Context: an optimization exercise on an open-source flow, tuned for small area, a short achievable clock period and few clock cycles. The choices shown serve that exercise and are no tape-out recipe.
The RTL was checked by simulation tests, not by an equivalence proof against the original design.

// bmx_block
module bmx_block (
    input  wire        clk,
    input  wire        rst,           
    input  wire        cmd_valid,
    output wire        cmd_ready,
    input  wire [39:0] cmd,
    output wire        rsp_valid,
    input  wire        rsp_ready,
    output wire [7:0]  rsp_err,
    output wire [31:0] rsp_res,
    output wire [3:0]  rsp_len,
    output wire [63:0] rsp_out
);
    localparam [3:0] E_OK = 4'd0, E_SIZE = 4'd1, E_DEPTH = 4'd4, E_CREG = 4'd5,
                     E_FMT = 4'd8, E_STATE = 4'd9, E_ILL = 4'd10, E_IDX = 4'd11,
                     E_RANGE = 4'd12;
    localparam [7:0] OP_NOP = 8'h00, OP_RESET = 8'h01, OP_STATUS = 8'h02, OP_CLRERR = 8'h03,
                     OP_HBWR = 8'h10, OP_HBRD = 8'h11, OP_HINIT = 8'h12, OP_HPARSE = 8'h13,
                     OP_HVALID = 8'h14, OP_HSER = 8'h15, OP_HSETF = 8'h16, OP_HGETF = 8'h17,
                     OP_HPALCNT = 8'h18, OP_HFIXREG = 8'h19, OP_HFIXPAL = 8'h1A,
                     OP_PPACK = 8'h20, OP_PUNPACK = 8'h21, OP_PPACK32 = 8'h22, OP_PUNPACK32 = 8'h23,
                     OP_GBPL = 8'h30, OP_GSTRIDE4 = 8'h31, OP_GD2R = 8'h32, OP_GR2D = 8'h33,
                     OP_GF2D = 8'h34, OP_GF2DS = 8'h35, OP_GD2F = 8'h36, OP_GROWOFF = 8'h37,
                     OP_USTART = 8'h40, OP_UPUSH = 8'h41;
    localparam K_RESET = 0, K_STATUS = 1, K_CLRERR = 2, K_HBWR = 3, K_HBRD = 4,
               K_HINIT = 5, K_PARSE = 6, K_HVALID = 7, K_HSER = 8, K_SETF = 9,
               K_GETF = 10, K_FIXREG = 11, K_FIXPAL = 12, K_GROW = 13, K_USTART = 14,
               K_UPUSH = 15, K_RES = 16, NK = 17;
    reg [23:0]  h_magic;
    reg [7:0]   h_version, h_depth, h_creg;
    reg [15:0]  h_width, h_height;
    reg [7:0]   h_pal_used, h_pal_start;
    reg [15:0]  h_ds;
    reg [7:0]   h_comp, h_border;
    reg [127:0] h_res;           
    reg [3:0]   q;
    reg [255:0] hb;              
    reg [4:0]   p;
    reg         hb_init;         
    reg         hv, ef, ua;
    reg [3:0]   err_q;
    reg [1:0]   ud;              
    reg [15:0]  u_rem;
    reg [15:0]  bpl_q;           
    reg [17:0]  b3_q;            
    reg [1:0]   h_dirty;         
    reg         gact;            
    reg [7:0]   gi;              
    reg [2:0]   gsel;            
    reg [39:0]  c0, c1;
    reg         c0_v, c1_v;
    reg [NK-1:0] c0_k;           
    reg [3:0]   c0_e;            
    reg         rv;
    reg [3:0]   err_r;
  ...
Size: roughly 760 flip-flops, roughly 42,000 sq um of cells after synthesis.
clock: 10.0 ns
lec_check: 0
cap_margin: 20
core_margin: 2
core_utilization: 55
cts_cluster_diameter: 60
cts_cluster_size: 30
slew_margin: 20
standard.sh (not shown) runs the stock make flow with config.mk's settings and CLKGATE_MAP_FILE= SYNTH_SCRIPT=/design/flow/synth_recipe.tcl, a recipe that flattens the netlist after the stock synthesis.
==> flow/flow/run.sh <==
#!/bin/bash
# Layout flow: the standard ORFS flow (standard synthesis unchanged), with
#  - the port buffers that the flow puts on every input and output made buf_4
#    cells instead of the flow's default pick.
# The clock period, constraints and everything measured are unchanged.
# A try is kept if its final report shows no max-slew, max-cap or setup
# violation and no flip-flop clock pin slower than 125 ps; otherwise the next,
# milder setting is tried from scratch. Each try's output goes to its own log.
set -uo pipefail
B=orfs/results/${FLOW_PLATFORM}/bmx_block/base
RPT=orfs/reports/${FLOW_PLATFORM}/bmx_block/base/6_finish.rpt
clkslew() {
  cat > clkslew.tcl <<TCL
foreach lib [glob $FLOW_HOME/platforms/${FLOW_PLATFORM}/lib/*tt*.lib] { read_liberty \$lib }
read_db $B/6_final.odb
read_sdc $B/6_final.sdc
read_spef $B/6_final.spef
set_propagated_clock [all_clocks]
set mx 0
foreach p [get_pins -hierarchical */CLK] {
  set s [get_property \$p slew_max]
  if {\$s > \$mx} { set mx \$s }
}
puts "CLKSLEW \$mx"
TCL
  openroad -no_init -exit clkslew.tcl > clkslew_try$i.log 2>&1
  awk '/^CLKSLEW/ {print ($2 <= 0.125) ? "ok" : "bad"}' clkslew_try$i.log
}
clean() {
  [[ -f $RPT ]] || return 1
  grep -q "max slew violation count 0" $RPT || return 1
  grep -q "max cap violation count 0" $RPT || return 1
  grep -q "setup violation count 0" $RPT || return 1
  [[ -s out/final.def ]] || return 1
  [[ "$(clkslew)" == ok ]]
}
PORTS="BUFFER_PORTS_ARGS=-buffer_cell sky130_fd_sc_hd__buf_4"
i=0
for cfg in "SETUP_SLACK_MARGIN=6.55" \
           "SETUP_SLACK_MARGIN=6.55 CTS_CLUSTER_SIZE=24 CTS_CLUSTER_DIAMETER=50 SKIP_GATE_CLONING=1" \
           "SETUP_SLACK_MARGIN=5 CTS_CLUSTER_SIZE=20 CTS_CLUSTER_DIAMETER=50 SKIP_GATE_CLONING=1"; do
  i=$((i + 1))
  rm -rf orfs out/final.def
  bash standard.sh "$PORTS" $cfg TNS_END_PERCENT=100 finish > standard_flow_try$i.log 2>&1
  if clean; then exit 0; fi
done
[[ -s out/final.def ]]
Testbench counts at the start, summed over its fixed seeds: cycles 6,594.
Next try:
==> flow/flow/run.sh (replaced) <==
#!/bin/bash
# Layout flow: the standard ORFS flow (standard synthesis unchanged), with
#  - the port buffers that the flow puts on every input and output made buf_4
#    cells instead of the flow's default pick.
# The clock period, constraints and everything measured are unchanged.
# The make output goes to its own log; ORFS keeps each step's log under orfs/logs.
set -uo pipefail
PORTS="BUFFER_PORTS_ARGS=-buffer_cell sky130_fd_sc_hd__buf_4"
rm -rf orfs out/final.def
bash standard.sh "$PORTS" SETUP_SLACK_MARGIN=6.45 TNS_END_PERCENT=100 finish > standard_flow.log 2>&1
[[ -s out/final.def ]]
--- a/flow/config.mk
+++ b/flow/config.mk
@@ -8,6 +8,6 @@
 export CAP_MARGIN = 20
 export CORE_MARGIN = 2
-export CORE_UTILIZATION = 55
-export CTS_CLUSTER_DIAMETER = 60
-export CTS_CLUSTER_SIZE = 30
+export CORE_UTILIZATION = 60
+export CTS_CLUSTER_DIAMETER = 65
+export CTS_CLUSTER_SIZE = 34
 export SLEW_MARGIN = 20
The changed run completed with no timing, DRC or antenna violations. Final cell count went down by 3.1%. Critical path depth increases by 7. Maximum frequency goes down by 2.1%. Non-clock buffer count falls by 50. Count of clock-buffer cells in the layout fell by 24. Hold slack degrades by 0.018 ns.

-- afterwards: timing with drivers on the ports --
Ports are ideal in the flow. The routed layouts listed here were re-timed in OpenROAD. Step 1 assumes that a clkbuf_16 drives the clock port and a buf_2 every other input. Step 2, shift: input delay + t, output delay - t, t = (earliest + latest rising clock arrival at the registers) / 2. This alone moves slack from input paths to output paths. Three values: ideal, step 1, step 2; two values: the first two.
run | t, ns | setup slack, ns | worst setup path after step 2
the first run | 0.702 | 6.387 / 6.387 / 5.839 | input to register
the second run | 0.710 | 6.310 / 6.310 / 5.855 | input to register
After both steps every run listed still meets setup and hold. For the first run, which loses most, drivers alone change the setup slack by 0.000 ns; drivers and shift together by -0.548 ns.
